Context: an optimization exercise on an open-source flow, tuned for small area, a short achievable clock period and few clock cycles per item. The choices shown serve that exercise and are no tape-out recipe.
The RTL was checked by simulation tests, not by an equivalence proof against the original design.
Power figures rest on the tool's default switching activity, not on a simulated workload.

## flow/flow/run.sh

```bash
#!/bin/bash
# The standard layout (standard.sh), with plain buf_1 cells as the port buffers.
export BUFFER_PORTS_ARGS="-buffer_cell sky130_fd_sc_hd__buf_1"
bash standard.sh > standard_run.log 2>&1
```

## flow/standard.sh

```bash
#!/bin/bash
# synth_recipe.tcl (not shown) runs the flow's synth.tcl, then flattens the netlist and writes it again
# the make line also repeats each setting of config.mk as NAME=value (left out here)
make -C /OpenROAD-flow-scripts/flow DESIGN_CONFIG=/design/flow/config.mk WORK_HOME=/design/flow/orfs CLKGATE_MAP_FILE= SYNTH_SCRIPT=/design/flow/synth_recipe.tcl "${@:-finish}"
```

## flow/config.mk

```make
export PLATFORM = sky130hd
export DESIGN_NAME = cnetz_rxdec
export DESIGN_NICKNAME = cnetz_rxdec
export VERILOG_FILES = /design/flow/design.v
export SDC_FILE = /design/flow/constraint.sdc
export NUM_CORES = 4
export LEC_CHECK = 0
export CAP_MARGIN = 20
export CORE_MARGIN = 2
export CORE_UTILIZATION = 40
export SLEW_MARGIN = 20
export SYNTH_HIERARCHICAL = 1
export SYNTH_MINIMUM_KEEP_SIZE = 0
```

## flow/constraint.sdc

```tcl
create_clock -name core_clock -period 10.0 [get_ports {clk}]
set_input_delay 2.0000 -clock core_clock [delete_from_list [all_inputs] [get_ports {clk}]]
set_output_delay 2.0000 -clock core_clock [all_outputs]
set_load 0.01 [all_outputs]
```

## flow/design.v

```verilog
module cnetz_bchdec (input wire [14:0] w, output wire [6:0] data, output wire [1:0] code);
    wire n1; cnetz_x2 u1 (.a(w[11]), .b(w[13]), .y(n1));
    wire n2; cnetz_x2 u2 (.a(w[8]), .b(w[14]), .y(n2));
    wire n3; cnetz_x2 u3 (.a(w[1]), .b(w[12]), .y(n3));
    wire n4; cnetz_x2 u4 (.a(w[0]), .b(w[12]), .y(n4));
    wire n5; cnetz_x2 u5 (.a(w[8]), .b(w[9]), .y(n5));
    wire n6; cnetz_x2 u6 (.a(w[4]), .b(w[5]), .y(n6));
    wire n7; cnetz_x2 u7 (.a(w[2]), .b(w[3]), .y(n7));
    wire n8; cnetz_x2 u8 (.a(w[5]), .b(w[8]), .y(n8));
    wire n9; cnetz_x2 u9 (.a(w[3]), .b(w[14]), .y(n9));
    wire n10; cnetz_x2 u10 (.a(w[13]), .b(w[14]), .y(n10));
    wire n11; cnetz_x2 u11 (.a(w[6]), .b(w[13]), .y(n11));
    wire n12; cnetz_x2 u12 (.a(w[1]), .b(w[8]), .y(n12));
    wire n13; cnetz_x2 u13 (.a(w[7]), .b(w[10]), .y(n13));
    wire n14; cnetz_x2 u14 (.a(w[0]), .b(w[14]), .y(n14));
    wire n15; cnetz_x2 u15 (.a(w[2]), .b(w[10]), .y(n15));
    wire n16; cnetz_x2 u16 (.a(w[4]), .b(w[10]), .y(n16));
    wire n17; cnetz_x2 u17 (.a(w[7]), .b(w[9]), .y(n17));
    wire n18; cnetz_x2 u18 (.a(w[2]), .b(w[6]), .y(n18));
    wire n19; cnetz_x2 u19 (.a(w[11]), .b(w[12]), .y(n19));
    wire n20; cnetz_x2 u20 (.a(w[5]), .b(w[9]), .y(n20));
    wire n21; cnetz_x2 u21 (.a(w[9]), .b(w[10]), .y(n21));
    wire n22; cnetz_x2 u22 (.a(n9), .b(n19), .y(n22));
    wire n23; cnetz_x2 u23 (.a(w[2]), .b(w[4]), .y(n23));
    wire n24; cnetz_x2 u24 (.a(w[0]), .b(w[11]), .y(n24));
    wire n25; cnetz_x2 u25 (.a(w[6]), .b(w[12]), .y(n25));
    wire n26; cnetz_x2 u26 (.a(n7), .b(n20), .y(n26));
    wire n27; cnetz_x2 u27 (.a(w[7]), .b(w[11]), .y(n27));
    wire n28; cnetz_x2 u28 (.a(w[3]), .b(w[6]), .y(n28));
    wire n29; cnetz_x2 u29 (.a(n1), .b(n15), .y(n29));
    wire n30; cnetz_x2 u30 (.a(w[1]), .b(w[5]), .y(n30));
    wire n31; cnetz_x2 u31 (.a(w[4]), .b(w[13]), .y(n31));
    wire n32; cnetz_x2 u32 (.a(n14), .b(n18), .y(n32));
    wire n33; cnetz_x2 u33 (.a(n16), .b(n28), .y(n33));
    wire n34; cnetz_x2 u34 (.a(n10), .b(n30), .y(n34));
    wire n35; cnetz_x2 u35 (.a(n3), .b(n21), .y(n35));
    wire n36; cnetz_x2 u36 (.a(n11), .b(n17), .y(n36));
    wire n37; cnetz_x2 u37 (.a(n5), .b(n24), .y(n37));
    wire n38; cnetz_x2 u38 (.a(n8), .b(n25), .y(n38));
    wire n39; cnetz_x2 u39 (.a(n6), .b(n27), .y(n39));
    wire n40; cnetz_x2 u40 (.a(n2), .b(n13), .y(n40));
    wire n41; cnetz_x2 u41 (.a(n12), .b(n23), .y(n41));
    wire n42; cnetz_x2 u42 (.a(n4), .b(n31), .y(n42));
    wire n43; cnetz_x2 u43 (.a(n41), .b(n22), .y(n43));
    wire n44; cnetz_x2 u44 (.a(n39), .b(n35), .y(n44));
    wire n45; cnetz_x2 u45 (.a(n37), .b(n32), .y(n45));
    wire n46; cnetz_x2 u46 (.a(n41), .b(n39), .y(n46));
    wire n47; cnetz_x2 u47 (.a(n35), .b(n32), .y(n47));
    wire n48; cnetz_x2 u48 (.a(n37), .b(n34), .y(n48));
    wire n49; cnetz_x2 u49 (.a(n32), .b(n44), .y(n49));
    wire n50; cnetz_x2 u50 (.a(n41), .b(n45), .y(n50));
    wire n51; cnetz_x2 u51 (.a(n36), .b(n43), .y(n51));
    wire n52; cnetz_x2 u52 (.a(n38), .b(n46), .y(n52));
    wire n53; cnetz_nand2 u53 (.a(n41), .b(n37), .y(n53));
    wire n54; cnetz_nor2 u54 (.a(n38), .b(n40), .y(n54));
    wire n55; cnetz_nand2 u55 (.a(n38), .b(n40), .y(n55));
    wire n56; cnetz_nor2 u56 (.a(n41), .b(n37), .y(n56));
    wire n57; cnetz_o22ai u57 (.a(n53), .b(n54), .c(n55), .d(n56), .y(n57));
    cnetz_x2 u58 (.a(w[8]), .b(n57), .y(data[0]));
    wire n59; cnetz_nand2 u59 (.a(n26), .b(n37), .y(n59));
    wire n60; cnetz_nor2 u60 (.a(n35), .b(n36), .y(n60));
    wire n61; cnetz_nand2 u61 (.a(n35), .b(n36), .y(n61));
    wire n62; cnetz_nor2 u62 (.a(n26), .b(n37), .y(n62));
    wire n63; cnetz_o22ai u63 (.a(n59), .b(n60), .c(n61), .d(n62), .y(n63));
    cnetz_x2 u64 (.a(w[9]), .b(n63), .y(data[1]));
    wire n65; cnetz_nand2 u65 (.a(n33), .b(n35), .y(n65));
    wire n66; cnetz_nor2 u66 (.a(n29), .b(n40), .y(n66));
    wire n67; cnetz_nand2 u67 (.a(n29), .b(n40), .y(n67));
    wire n68; cnetz_nor2 u68 (.a(n33), .b(n35), .y(n68));
    wire n69; cnetz_o22ai u69 (.a(n65), .b(n66), .c(n67), .d(n68), .y(n69));
    cnetz_x2 u70 (.a(w[10]), .b(n69), .y(data[2]));
    wire n71; cnetz_nand2 u71 (.a(n39), .b(n37), .y(n71));
    wire n72; cnetz_nor2 u72 (.a(n29), .b(n22), .y(n72));
    wire n73; cnetz_nand2 u73 (.a(n29), .b(n22), .y(n73));
    wire n74; cnetz_nor2 u74 (.a(n39), .b(n37), .y(n74));
    wire n75; cnetz_o22ai u75 (.a(n71), .b(n72), .c(n73), .d(n74), .y(n75));
    cnetz_x2 u76 (.a(w[11]), .b(n75), .y(data[3]));
    wire n77; cnetz_nand2 u77 (.a(n38), .b(n35), .y(n77));
    wire n78; cnetz_nor2 u78 (.a(n42), .b(n22), .y(n78));
    wire n79; cnetz_nand2 u79 (.a(n42), .b(n22), .y(n79));
    wire n80; cnetz_nor2 u80 (.a(n38), .b(n35), .y(n80));
    wire n81; cnetz_o22ai u81 (.a(n77), .b(n78), .c(n79), .d(n80), .y(n81));
    cnetz_x2 u82 (.a(w[12]), .b(n81), .y(data[4]));
    wire n83; cnetz_nand2 u83 (.a(n36), .b(n29), .y(n83));
    wire n84; cnetz_nor2 u84 (.a(n42), .b(n34), .y(n84));
    wire n85; cnetz_nand2 u85 (.a(n42), .b(n34), .y(n85));
    wire n86; cnetz_nor2 u86 (.a(n36), .b(n29), .y(n86));
    wire n87; cnetz_o22ai u87 (.a(n83), .b(n84), .c(n85), .d(n86), .y(n87));
    cnetz_x2 u88 (.a(w[13]), .b(n87), .y(data[5]));
    wire n89; cnetz_nand2 u89 (.a(n32), .b(n40), .y(n89));
    wire n90; cnetz_nor2 u90 (.a(n22), .b(n34), .y(n90));
    wire n91; cnetz_nand2 u91 (.a(n22), .b(n34), .y(n91));
    wire n92; cnetz_nor2 u92 (.a(n32), .b(n40), .y(n92));
    wire n93; cnetz_o22ai u93 (.a(n89), .b(n90), .c(n91), .d(n92), .y(n93));
    cnetz_x2 u94 (.a(w[14]), .b(n93), .y(data[6]));
    wire [3:0] kc;
    cnetz_cube u_cube (.p({n44, n43, n48, n47}), .k(kc));
    wire n95; cnetz_x2 u95 (.a(kc[0]), .b(n49), .y(n95));
    wire n96; cnetz_x2 u96 (.a(kc[1]), .b(n51), .y(n96));
    wire n97; cnetz_x2 u97 (.a(kc[2]), .b(n50), .y(n97));
    wire n98; cnetz_x2 u98 (.a(kc[3]), .b(n52), .y(n98));
    wire n99; cnetz_or4 u99 (.a(n47), .b(n48), .c(n43), .d(n44), .y(n99));
    wire n100; cnetz_inv u100 (.a(n99), .y(n100));
    wire n101; cnetz_or4 u101 (.a(n49), .b(n51), .c(n50), .d(n52), .y(n101));
    wire n102; cnetz_nand2 u102 (.a(n49), .b(kc[1]), .y(n102));
    wire n103; cnetz_nand2 u103 (.a(n51), .b(kc[0]), .y(n103));
    wire n104; cnetz_nand2 u104 (.a(n50), .b(kc[3]), .y(n104));
    wire n105; cnetz_nand2 u105 (.a(n52), .b(kc[2]), .y(n105));
    wire n106; cnetz_x2 u106 (.a(n102), .b(n103), .y(n106));
    wire n107; cnetz_x2 u107 (.a(n104), .b(n105), .y(n107));
    wire n108; cnetz_xn2 u108 (.a(n106), .b(n107), .y(n108));
    cnetz_or4 u109 (.a(n95), .b(n96), .c(n97), .d(n98), .y(code[1]));
    wire n110; cnetz_nand2 u110 (.a(code[1]), .b(n108), .y(n110));
    wire n111; cnetz_nand2 u111 (.a(n99), .b(n110), .y(n111));
    wire n112; cnetz_nand2 u112 (.a(n100), .b(n101), .y(n112));
    cnetz_nand2 u113 (.a(n111), .b(n112), .y(code[0]));
endmodule
module cnetz_cube(p, k);
  input [3:0] p;
  wire [3:0] p;
  output [3:0] k;
  wire [3:0] k;
  wire _00_;
  wire _01_;
  wire _02_;
  wire _03_;
  wire _04_;
  wire _05_;
  wire _06_;
  wire _07_;
  wire _08_;
  wire _09_;
  wire _10_;
  wire _11_;
  wire _12_;
    cnetz_g_nand2 _13_ (.A(p[1]), .B(p[3]), .Y(_12_));
    cnetz_g_or3 _14_ (.A(p[2]), .B(p[1]), .C(p[3]), .X(_00_));
    cnetz_g_nand2 _15_ (.A(_12_), .B(_00_), .Y(_01_));
    cnetz_g_inv _16_ (.A(p[3]), .Y(_02_));
    cnetz_g_nand2 _17_ (.A(p[0]), .B(p[1]), .Y(_03_));
    cnetz_g_o21ai _18_ (.A1(p[0]), .A2(_02_), .B1(_03_), .Y(_04_));
    cnetz_g_a22o _19_ (.A1(p[0]), .A2(_01_), .B1(_04_), .B2(p[2]), .X(k[2]));
    cnetz_g_inv _20_ (.A(p[0]), .Y(_05_));
    cnetz_g_xnor2 _21_ (.A(p[1]), .B(p[3]), .Y(_06_));
    cnetz_g_xnor2 _22_ (.A(_05_), .B(_06_), .Y(_07_));
    cnetz_g_nand2b _23_ (.A_N(p[2]), .B(_07_), .Y(k[1]));
    cnetz_g_nand2 _24_ (.A(_05_), .B(_02_), .Y(k[0]));
    cnetz_g_nor2 _25_ (.A(p[0]), .B(_02_), .Y(_08_));
    cnetz_g_nor2 _26_ (.A(p[2]), .B(p[1]), .Y(_09_));
    cnetz_g_o21ai _27_ (.A1(_05_), .A2(p[1]), .B1(_12_), .Y(_10_));
    cnetz_g_and3b _28_ (.A_N(p[1]), .B(_02_), .C(p[0]), .X(_11_));
    cnetz_g_a221o _29_ (.A1(_08_), .A2(_09_), .B1(_10_), .B2(p[2]), .C1(_11_), .X(k[3]));
endmodule
module cnetz_g_nand2 (input wire A, input wire B, output wire Y);
    assign Y = (~A) | (~B);
endmodule
module cnetz_g_or3 (input wire A, input wire B, input wire C, output wire X);
    assign X = (A) | (B) | (C);
endmodule
module cnetz_g_inv (input wire A, output wire Y);
    assign Y = (~A);
endmodule
module cnetz_g_o21ai (input wire A1, input wire A2, input wire B1, output wire Y);
    assign Y = (~A1&~A2) | (~B1);
endmodule
module cnetz_g_a22o (input wire A1, input wire A2, input wire B1, input wire B2, output wire X);
    assign X = (B1&B2) | (A1&A2);
endmodule
module cnetz_g_xnor2 (input wire A, input wire B, output wire Y);
    assign Y = (~A&~B) | (A&B);
endmodule
module cnetz_g_nand2b (input wire A_N, input wire B, output wire Y);
    assign Y = (A_N) | (~B);
endmodule
module cnetz_g_nor2 (input wire A, input wire B, output wire Y);
    assign Y = (~A&~B);
endmodule
module cnetz_g_and3b (input wire A_N, input wire B, input wire C, output wire X);
    assign X = (~A_N&B&C);
endmodule
module cnetz_g_a221o (input wire A1, input wire A2, input wire B1, input wire B2, input wire C1, output wire X);
    assign X = (B1&B2) | (A1&A2) | (C1);
endmodule
module cnetz_a2 (input wire a, input wire b, output wire y);
    assign y = a & b;
endmodule
module cnetz_a21o (input wire a, input wire b, input wire c, output wire y);
    assign y = (a & b) | c;
endmodule
module cnetz_inv (input wire a, output wire y);
    assign y = ~a;
endmodule
module cnetz_maj (input wire a, input wire b, input wire c, output wire y);
    assign y = (a & b) | (a & c) | (b & c);
endmodule
module cnetz_nand2 (input wire a, input wire b, output wire y);
    assign y = ~(a & b);
endmodule
module cnetz_nor2 (input wire a, input wire b, output wire y);
    assign y = ~(a | b);
endmodule
module cnetz_o22ai (input wire a, input wire b, input wire c, input wire d, output wire y);
    assign y = ~((a | b) & (c | d));
endmodule
module cnetz_or2 (input wire a, input wire b, output wire y);
    assign y = a | b;
endmodule
module cnetz_or4 (input wire a, input wire b, input wire c, input wire d, output wire y);
    assign y = a | b | c | d;
endmodule
module cnetz_x2 (input wire a, input wire b, output wire y);
    assign y = a ^ b;
endmodule
module cnetz_xn2 (input wire a, input wire b, output wire y);
    assign y = ~(a ^ b);
endmodule
module cnetz_rxdec (
    input  wire         clk,
    input  wire         rst,           
    input  wire         in_valid,
    output wire         in_ready,
    input  wire [149:0] in_frame,
    output reg          out_valid,
    input  wire         out_ready,
    output reg  [2:0]   out_stat,      
    output wire [63:0]  out_payload,
    output wire [5:0]   out_pad,
    output wire [19:0]  out_eflags,    
    output wire [4:0]   out_errcnt
);
    localparam [2:0] ST_OK        = 3'd1;
    localparam [2:0] ST_CORRECTED = 3'd2;
    localparam [2:0] ST_UNCORR    = 3'd3;
    localparam [2:0] ST_IDLE      = 3'd4;
    wire [14:0] word [0:9];
    wire [6:0]  data [0:9];
    wire [1:0]  code [0:9];
    genvar g, c;
    generate
        for (g = 0; g < 10; g = g + 1) begin : lane
            for (c = 0; c < 15; c = c + 1) begin : bitmap
                assign word[g][14-c] = in_frame[149 - (10*c + g)];
            end
            cnetz_bchdec u_dec (
                .w    (word[g]),
                .data (data[g]),
                .code (code[g])
            );
        end
    endgenerate
    reg [69:0] info_r;       
    reg [19:0] code_r;       
    cnetz_or2 u_in_ready (.a(!out_valid), .b(out_ready), .y(in_ready));
    wire load = !out_valid || out_ready;
    always @(posedge clk) begin
        if (rst)
            out_valid <= 1'b0;
        else if (load)
            out_valid <= in_valid;
    end
    always @(posedge clk) begin
        if (load) begin
            info_r <= {data[0], data[1], data[2], data[3], data[4],
                       data[5], data[6], data[7], data[8], data[9]};
            code_r <= {code[9], code[8], code[7], code[6], code[5],
                       code[4], code[3], code[2], code[1], code[0]};
        end
    end
    assign out_payload = info_r[69:6];
    assign out_pad     = info_r[5:0];
    assign out_eflags  = code_r;
    wire [9:0] c_lo, c_hi;
    generate
        for (g = 0; g < 10; g = g + 1) begin : split
            assign c_lo[g] = code_r[2*g];
            assign c_hi[g] = code_r[2*g+1];
        end
    endgenerate
    cnetz_ecsum u_errcnt (.a(c_lo), .b(c_hi), .o(out_errcnt));
    wire any_fail = |(c_lo & c_hi);
    wire idle     = (&out_payload) || !(|out_payload);
    always @* begin
        if (any_fail)
            out_stat = ST_UNCORR;
        else if (idle)
            out_stat = ST_IDLE;
        else if (!(|code_r))
            out_stat = ST_OK;
        else
            out_stat = ST_CORRECTED;
    end
endmodule
module cnetz_ecsum (input wire [9:0] a, input wire [9:0] b, output wire [4:0] o);
    wire e1; cnetz_x2 ue1 (.a(a[0]), .b(a[1]), .y(e1));
    wire e2; cnetz_x2 ue2 (.a(b[0]), .b(b[1]), .y(e2));
    wire e3; cnetz_a21o ue3 (.a(a[0]), .b(a[1]), .c(e2), .y(e3));
    wire e4; cnetz_a2 ue4 (.a(b[0]), .b(b[1]), .y(e4));
    wire e5; cnetz_x2 ue5 (.a(a[2]), .b(a[3]), .y(e5));
    wire e6; cnetz_x2 ue6 (.a(b[2]), .b(b[3]), .y(e6));
    wire e7; cnetz_a21o ue7 (.a(a[2]), .b(a[3]), .c(e6), .y(e7));
    wire e8; cnetz_a2 ue8 (.a(b[2]), .b(b[3]), .y(e8));
    wire e9; cnetz_x2 ue9 (.a(a[4]), .b(a[5]), .y(e9));
    wire e10; cnetz_x2 ue10 (.a(b[4]), .b(b[5]), .y(e10));
    wire e11; cnetz_a21o ue11 (.a(a[4]), .b(a[5]), .c(e10), .y(e11));
    wire e12; cnetz_a2 ue12 (.a(b[4]), .b(b[5]), .y(e12));
    wire e13; cnetz_x2 ue13 (.a(a[6]), .b(a[7]), .y(e13));
    wire e14; cnetz_x2 ue14 (.a(b[6]), .b(b[7]), .y(e14));
    wire e15; cnetz_a21o ue15 (.a(a[6]), .b(a[7]), .c(e14), .y(e15));
    wire e16; cnetz_a2 ue16 (.a(b[6]), .b(b[7]), .y(e16));
    wire e17; cnetz_x2 ue17 (.a(a[8]), .b(a[9]), .y(e17));
    wire e18; cnetz_x2 ue18 (.a(b[8]), .b(b[9]), .y(e18));
    wire e19; cnetz_a21o ue19 (.a(a[8]), .b(a[9]), .c(e18), .y(e19));
    wire e20; cnetz_a2 ue20 (.a(b[8]), .b(b[9]), .y(e20));
    wire e21; cnetz_x2 ue21 (.a(e1), .b(e5), .y(e21));
    wire e22; cnetz_x2 ue22 (.a(e21), .b(e9), .y(e22));
    wire e23; cnetz_maj ue23 (.a(e1), .b(e5), .c(e9), .y(e23));
    wire e24; cnetz_x2 ue24 (.a(e13), .b(e17), .y(e24));
    cnetz_x2 ue25 (.a(e24), .b(e22), .y(o[0]));
    wire e26; cnetz_maj ue26 (.a(e13), .b(e17), .c(e22), .y(e26));
    wire e27; cnetz_x2 ue27 (.a(e3), .b(e7), .y(e27));
    wire e28; cnetz_x2 ue28 (.a(e27), .b(e11), .y(e28));
    wire e29; cnetz_maj ue29 (.a(e3), .b(e7), .c(e11), .y(e29));
    wire e30; cnetz_x2 ue30 (.a(e15), .b(e19), .y(e30));
    wire e31; cnetz_x2 ue31 (.a(e30), .b(e23), .y(e31));
    wire e32; cnetz_maj ue32 (.a(e15), .b(e19), .c(e23), .y(e32));
    wire e33; cnetz_x2 ue33 (.a(e28), .b(e31), .y(e33));
    cnetz_x2 ue34 (.a(e33), .b(e26), .y(o[1]));
    wire e35; cnetz_maj ue35 (.a(e28), .b(e31), .c(e26), .y(e35));
    wire e36; cnetz_x2 ue36 (.a(e4), .b(e8), .y(e36));
    wire e37; cnetz_x2 ue37 (.a(e36), .b(e12), .y(e37));
    wire e38; cnetz_maj ue38 (.a(e4), .b(e8), .c(e12), .y(e38));
    wire e39; cnetz_x2 ue39 (.a(e16), .b(e20), .y(e39));
    wire e40; cnetz_x2 ue40 (.a(e39), .b(e37), .y(e40));
    wire e41; cnetz_maj ue41 (.a(e16), .b(e20), .c(e37), .y(e41));
    wire e42; cnetz_x2 ue42 (.a(e29), .b(e40), .y(e42));
    wire e43; cnetz_x2 ue43 (.a(e42), .b(e32), .y(e43));
    wire e44; cnetz_maj ue44 (.a(e29), .b(e40), .c(e32), .y(e44));
    cnetz_x2 ue45 (.a(e43), .b(e35), .y(o[2]));
    wire e46; cnetz_a2 ue46 (.a(e43), .b(e35), .y(e46));
    wire e47; cnetz_x2 ue47 (.a(e38), .b(e41), .y(e47));
    wire e48; cnetz_x2 ue48 (.a(e47), .b(e44), .y(e48));
    wire e49; cnetz_maj ue49 (.a(e38), .b(e41), .c(e44), .y(e49));
    cnetz_x2 ue50 (.a(e48), .b(e46), .y(o[3]));
    wire e51; cnetz_a2 ue51 (.a(e48), .b(e46), .y(e51));
    cnetz_x2 ue52 (.a(e49), .b(e51), .y(o[4]));
    wire e53; cnetz_a2 ue53 (.a(e49), .b(e51), .y(e53));
endmodule
```

==> results.py <==
metrics = {
    "detailed_routing": {
        "final_antenna_net_count": 0,
        "drtIter0Drc": 635,
        "drt_pass1_iterations": 5,
        "vias": 10900,
        "viasPerCell": 5.00,
        "drc_errors": 0,
        "drt-total-wl_mm": 33.0,
        "route.detailed.wl_per_inst_um": 15.2,
    },
    "power": {
        "powerDensity_nw_per_um2": 265,
        "leakage_nw": 6.01,
        "clockPowerShare_pct": 10.0,
        "peakVddDrop_v": 0.000191,
        "power_frac_comb_pct": 68.6,
        "seqPwrFrac_pct": 21.5,
        "p_sw_mw": 1.86,
        "swShare_pct": 49.4,
        "p_int_mw": 1.91,
    },
    "yosys": {
        "synth_commonest_cells": "681 x xor2_1, 262 x nand2_1, 161 x nor2_1",
        "synthArstFlopShare_pct": 0,
        "synth_top_cell_by_area": "xor2_1",
        "synth_area_per_cell_um2": 8.24,
        "synth_edf_count": 90,
        "synth_cells": 1508,
        "synth_fp_nets": 1662,
        "yosysSeqAreaShare_pct": 21.9,
        "synth.top_cell.area_share_pct": 48.0,
        "netlist_top_cells_area": "xor2_1 48%, edfxtp_1 22%, nand2_1 7.9%",
        "ys_warn_count": 7,
        "synth.distinct_cells": 32,
        "synth_seq_cells": 91,
        "synth_ff_type": "edfxtp_1",
        "synth.most_common_cell": "xor2_1",
        "netlist_area_um2": 12400,
    },
    "clock_network": {
        "clock_path_buffers": 2,
        "cts_hold_buf": 0,
        "postCtsSetupBuffers": 0,
        "path_clk_slew_ps": 70,
        "tritoncts": "yes",
        "cts_resized": 0,
        "cts-htree-levels": 3,
        "clkLatencyLatePin_ps": 360,
        "cts_root_buf": "clkbuf_16",
        "cts-buffers-inserted": 9,
        "clock_sinks": 91,
    },
    "cells_and_area": {
        "nNetsFinal": 1928,
        "fillers": 3040,
        "regArea_um2": 2720,
        "drive_above_1_share_pct": 1.74,
        "final_area_um2": 14200,
        "antenna_cells": 0,
        "multi_input_area_um2": 9590,
        "areaGrowthSynthToFinish_pct": 14.3,
    },
    "placement": {
        "gp_congestion": 0.892,
        "placed_area_um2": 13900,
        "dp_hpwl_mm": 27.0,
        "io_buffers": 253,
    },
    "grt": {
        "grt_usage_pct": 19.8,
        "antenna_found_initial": 1,
        "grt_overflow": 0,
        "grt_max_degree": 58,
        "grt_pass1_wl_mm": 53.1,
        "grt_pass1_vias": 10300,
    },
    "sta": {
        "setup_tns_ps": 0,
        "fmax_ghz": 0.203,
        "rsz0062_at_grt": "false",
        "maxSlewHeadroom_pct": 25.0,
        "min_period_ps": 4920,
        "fin_crit_sh_pct": 49.2,
        "worst_pin_slew_ps": 1120,
        "setup_viol": 0,
        "hold_viol_final": 0,
        "slew_violations": 0,
        "clock_skew_ps": 9.19,
    },
    "run_status": {
        "status": "finished clean",
    },
    "critical_path": {
        "r2r_start": "out_valid",
        "startpoint_type": "register",
        "crit_type": "reg2out",
        "setup.worst_path.start": "code_r[5]",
        "reg2reg_slack_ps": 8070,
        "crit_required_ps": 8000,
        "crit_path_end_kind": "output port",
        "crit_path_max_fanout": 5,
        "r2r_cells": 2,
        "r2r-end": "info_r[62]",
        "cp.arrival_ps": 2920,
    },
    "floorplan": {
        "start_util_pct": 40.6,
        "io_pins": 254,
        "row_count": 64,
        "fp.dieW_um": 180,
        "die_area_um2": 32500,
        "core_um2": 30600,
        "die_h_um": 180,
    },
    "min_path": {
        "hold-path-cell-count": 2,
        "holdPathEnd": "out_valid",
        "hold_path.class": "reg2reg",
        "hp-start": "out_valid",
    },
    "run": {
        "maxCapViolCount": 0,
    },
}
[per-stage QoR]
step	total power, mW	instances	util, %	worst slack (ps)	hold WS (ps)
after floorplan	2.76	1508	-	5330	2070
after global placement	3.35	2159	45.4	4810	937
after detailed placement	3.40	2159	45.4	4750	930
after CTS	3.80	2175	46.4	5020	941
after global routing	4.14	2175	46.4	4830	1010
final	3.76	2175	46.4	5080	936
[cells by family (layout without fill, tap and decap cells)]
| logic type | Yosys count | after routing | synth area share (%) |
|---|---|---|---|
| AO/OA/AOI/OAI | 123 | 123 | 6.74 |
| flip-flops | 91 | 91 | 21.9 |
| XOR/XNOR | 711 | 711 | 50.1 |
| adder cells (fa/ha/maj) | 9 | 9 | 0.815 |
| AND/OR/NAND/NOR | 542 | 542 | 19.5 |
| buffers and inverters | 32 | 303 | 0.967 |
[layout by cell type, fill, tap and decap left out, types with 2 or more instances in the layout]
cell type and count:
maj3_2 9, nor4_1 24, nand2b_1 10, bufinv_16 2, and3b_1 10, o22ai_1 70, nor2_1 161, or4_1 30
o21ai_1 20, clkinv_2 2, nand4_1 20, clkbuf_16 9, xnor2_1 30, a221oi_1 2, a22o_1 12, a21o_1 5
nand2_1 262, inv_1 32, buf_4 2, buf_1 253, xor2_1 681, and2_1 7, a221o_1 10, edfxtp_1 90
clkbuf_1 2, or3_1 10
[state kept, by name (all words and copies together), names as in the netlist]
signal / flops
out_valid: 1
info_r: 70
code_r: 20
[worst max-delay path by stage]
stage / endpoint / slack, ps / depth (start not counted)
3_3_place_gp: code_r[4] / 4810 / 12
3_5_place_dp: code_r[4] / 4750 / 12
6_report: out_errcnt[4] / 5080 / 10
2_1_floorplan: code_r[0] / 5330 / 1
5_1_grt: code_r[4] / 4830 / 12
4_1_cts: out_errcnt[4] / 5020 / 10
[per-module statistics from Yosys, one instance, submodules excluded, a selection]
module | cells inside | flops+latches
cnetz_a21o | 1 | 0
cnetz_g_o21ai | 1 | 0
cnetz_o22ai | 1 | 0
cnetz_x2 | 1 | 0
cnetz_g_or3 | 1 | 0
cnetz_rxdec | 155 | 91
cnetz_g_nor2 | 1 | 0
cnetz_nand2 | 1 | 0
cnetz_g_inv | 1 | 0
[critical path, cell delays in order, from the launching register on]
cell and delay [ps]:
edfxtp_1 550, and2_1 260, xor2_1 180, xor2_1 250, xor2_1 250, xor2_1 200, xor2_1 230, and2_1 190
and2_1 140, xor2_1 160, buf_1 170
[metal layers]
layer  GRT usage (%)  share of wire (%)  up-vias
li1                -                  -     5559
met3            2.77                4.3       27
met2            34.0                 48      274
met1            26.4                 47     5013
met5               0                  0        -
met4            4.06                1.1        0
[power groups by stage]
stage / clock network, mW / registers [mW] / logic (mW)
final: 0.376 / 0.807 / 2.58
after detailed placement: 0 / 0.815 / 2.59
after CTS: 0.390 / 0.807 / 2.60
after global routing: 0.401 / 0.820 / 2.91
after floorplan: 0 / 0.809 / 1.95
after global placement: 0 / 0.814 / 2.54
[final cells by class]
type / instances / area share, %
multi-input combinational: 1385 / 67.5
inverter: 32 / 0.846
timing repair buffer: 255 / 6.79
clock buffer: 11 / 1.64
tap: 396 / 3.49
clock inverter: 5 / 0.546
sequential: 91 / 19.2
Testbench counts, summed over its fixed seeds: cycles 4,008, items 4,000.

[static timing again, ports no longer ideal]
The results above use ideal ports. As a check the final layout listed here was re-extracted and re-timed, cells and wires unchanged.
Step 1 sets driving cells, clkbuf_16 on the clock port and buf_2 on the other inputs (assumed; they add their load-dependent delay and slew).
Step 2 times the ports against the registers' clock, not the clock port: input delays grow and output delays shrink by t, the midpoint of the rising clock arrivals with the driver on.
Three values: ideal, step 1, step 2; two values: the first two.
t, ns: 0.398
setup WS [ns]: 5.078 / 5.034 / 4.730
hold WS [ns]: 0.936 / 0.936 / 0.936
worst setup path after step 2: input to register
clock arrival spread, ns: 0.009 / 0.009
After both steps setup and hold are still met in this run. The setup slack of this run moves by -0.044 ns with the drivers and by -0.348 ns with both steps.
